Background: an optimization exercise with open tools, aiming at small area, a short achievable clock period and few clock cycles per item. Do not read the settings as production practice.
Function was checked by simulation only, so behaviour that the tests miss may differ from the original.
No activity file was given, so power comes from the tool's default toggle rates.

v20:
==> flow/design.v (excerpt) <==
module mul_unit (
    input  wire        clk,
    input  wire        rst,         
    input  wire        in_valid,
    output wire        in_ready,
    input  wire [31:0] a,
    input  wire [31:0] b,
    input  wire [31:0] c,
    input  wire [5:0]  shift,
    input  wire        signed_op,
    input  wire        trunc,
    output reg         out_valid,
    output reg  [63:0] r,
    output reg         ovf32
);
Settings: LEC_CHECK=0, CAP_MARGIN=20, CORE_MARGIN=2, CORE_UTILIZATION=40, CTS_CLUSTER_DIAMETER=70, CTS_CLUSTER_SIZE=36, SLEW_MARGIN=20, SYNTH_HIERARCHICAL=1; clock period 19.0 ns.
standard.sh (not shown) runs the stock make flow with config.mk's settings and CLKGATE_MAP_FILE= SYNTH_SCRIPT=/design/flow/synth_recipe.tcl, a recipe that flattens the netlist after the stock synthesis.
==> flow/flow/run.sh <==
#!/bin/bash
set -euo pipefail
MARGIN=$(cat flow/margin.txt)
CTS="-sink_clustering_enable -repair_clock_nets -sink_clustering_size 36 -sink_clustering_max_diameter 70 -wire_unit 10"
bash standard.sh synth > synth.log 2>&1
RESULTS=orfs/results/${FLOW_PLATFORM}/mul_unit/base openroad -no_init -exit flow/downsize.tcl > downsize.log 2>&1
touch orfs/results/${FLOW_PLATFORM}/mul_unit/base/1_synth.sdc
bash standard.sh SETUP_SLACK_MARGIN=$MARGIN "BUFFER_PORTS_ARGS=-buffer_cell sky130_fd_sc_hd__buf_1" "CTS_ARGS=$CTS" finish > layout.log 2>&1
==> flow/flow/downsize.tcl <==
# Resize every combinational cell of the synthesized netlist to the smallest
# drive strength of its kind (registers and their cell types stay as
# synthesis made them); the layout's timing repair then sizes up only the
# cells its paths need.
set results $::env(RESULTS)
read_db $results/1_synth.odb
set db [ord::get_db]
set n 0
set before 0.0
set after 0.0
foreach inst [[ord::get_db_block] getInsts] {
  set m [$inst getMaster]
  set name [$m getName]
  if {![regexp {^(sky130_fd_sc_hd__[a-z0-9]+)_(\d+)$} $name -> base drive]} { continue }
  if {[regexp {df|dl|sdf|edf|conb|tap|fill|decap|clkbuf|clkinv|clkdly|dlygate|dlymetal|probe|lpflow} $base]} { continue }
  set best ""
  set bestw 1e9
  foreach d {1 0 2} {
    set cand [$db findMaster ${base}_$d]
    if {$cand eq "NULL" || $cand eq ""} { continue }
    if {[$cand getWidth] < $bestw} { set best $cand; set bestw [$cand getWidth] }
  }
  if {$best eq "" || [$best getName] eq $name} { continue }
  if {[$best getWidth] >= [$m getWidth]} { continue }
  if {[$inst swapMaster $best]} { incr n }
}
puts "downsized $n instances"
write_db $results/1_synth.odb
==> flow/flow/margin.txt <==
14.12
Testbench counts of v20, summed over its fixed seeds: cycles 16,032, ops 16,000.
Inputs modified between v20 and v43:
Settings: CAP_MARGIN changed from 20 to 5; CORE_UTILIZATION changed from 40 to 50; SLEW_MARGIN changed from 20 to 5.
Notes after the runs:
v20 → v43: die area saw a decrease, final worst slack saw a decrease. v43 vs. v20: fmax moved down; first-iteration DRC count moved up; post-route clock period utilization moved up.
The following lists how v22 was set up differently from v43:
Settings: CORE_UTILIZATION changed from 50 to 40; SLEW_MARGIN changed from 5 to 20; CAP_MARGIN changed from 5 to 20.
==> flow/flow/margin.txt <==
14.05
v43 vs v22, slowest stage cell on the critical path: sky130_fd_sc_hd__dfxtp_2 vs sky130_fd_sc_hd__dfxtp_1
v22 — cell count 237 higher, v43 as reference
Lower area growth from synthesis to final layout goes to v43 over v22.
Going from v43 to v22, global placement routability congestion shows a reduction of 0.015, clock latency reported for the late side of the worst-skew pair shows a reduction of 0.07 ns, worst setup slack shows an increase of 0.027 ns.
For v27, these inputs were changed with respect to v22:
==> flow/flow/margin.txt <==
14.28
### Flow results
v27 — share of the clock period used by the worst path 0.27 points lower, v22 as reference
For clock slew seen by the registers of the worst setup and hold paths, v27 and v22 come out practically identical.
Destination of the critical timing path = r[48]: v22; destination of the critical timing path = r[61]: v27
~same share of the final layout cell area in sequential cells in v27 and v22
v27 gives more power than v22 did.
From v22 to v27 the numbers moved as follows: worst reg2reg path depth rose by 1; count of instances resized after the clock tree is built picked up an extra 135; synthesis-to-layout area growth picked up an extra 1.1 points; buffer depth of the longest clock path level.
v27 vs. v22: maximum cell stage delay along the critical path ~0 delta; power share of the clock group ~0 delta.
diff inputs: v27 => v13
Settings: CORE_UTILIZATION changed from 40 to 60.
==> flow/flow/run.sh <==
#!/bin/bash
set -euo pipefail
MARGIN=$(cat flow/margin.txt)
bash standard.sh synth > synth.log 2>&1
RESULTS=orfs/results/${FLOW_PLATFORM}/mul_unit/base openroad -no_init -exit flow/downsize.tcl > downsize.log 2>&1
touch orfs/results/${FLOW_PLATFORM}/mul_unit/base/1_synth.sdc
bash standard.sh SETUP_SLACK_MARGIN=$MARGIN "BUFFER_PORTS_ARGS=-buffer_cell sky130_fd_sc_hd__buf_1" finish > layout.log 2>&1
==> flow/flow/margin.txt <==
14.0
In v13 the power share of the clock group turned out 0.6 points lower than in v27.
Between v13 and v27, it is v13 whose global-route wire length before repair is lower, by 2900 µm.
For chip width, dividing the value from v13 by the value from v27 gives 0.819.
Sequential power across v27 and v13: no real change.

## static timing again, ports no longer ideal
How much do the figures lean on ideal ports? The routed layouts below were timed once more, with nothing changed but the port constraints. Step 1, drivers: a clkbuf_16 drives clk and a buf_2 each remaining input, both assumed. Step 2 moves the port delays by t, midway between the first and last clock arrival at a register: inputs arrive t later, outputs are due t later. That takes back most of the time a late clock gives input paths. a / b / c = ideal / step 1 / step 2; a / b = the first two.
run	t (ns)	setup slack, ns	worst hold slack (ns)	latest minus earliest clock arrival (ns)
v20	0.629	14.154 / 14.081 / 14.253	0.301 / 0.301 / 0.301	0.047 / 0.047
v43	0.710	14.087 / 14.012 / 14.229	0.318 / 0.318 / 0.318	0.039 / 0.039
v22	0.629	14.114 / 14.042 / 14.160	0.306 / 0.306 / 0.306	0.054 / 0.053
v27	0.613	14.165 / 14.098 / 14.373	0.314 / 0.314 / 0.314	0.040 / 0.040
v13	0.727	14.050 / 13.981 / 14.175	0.329 / 0.329 / 0.329	0.030 / 0.030
After both steps every run listed still meets setup and hold.
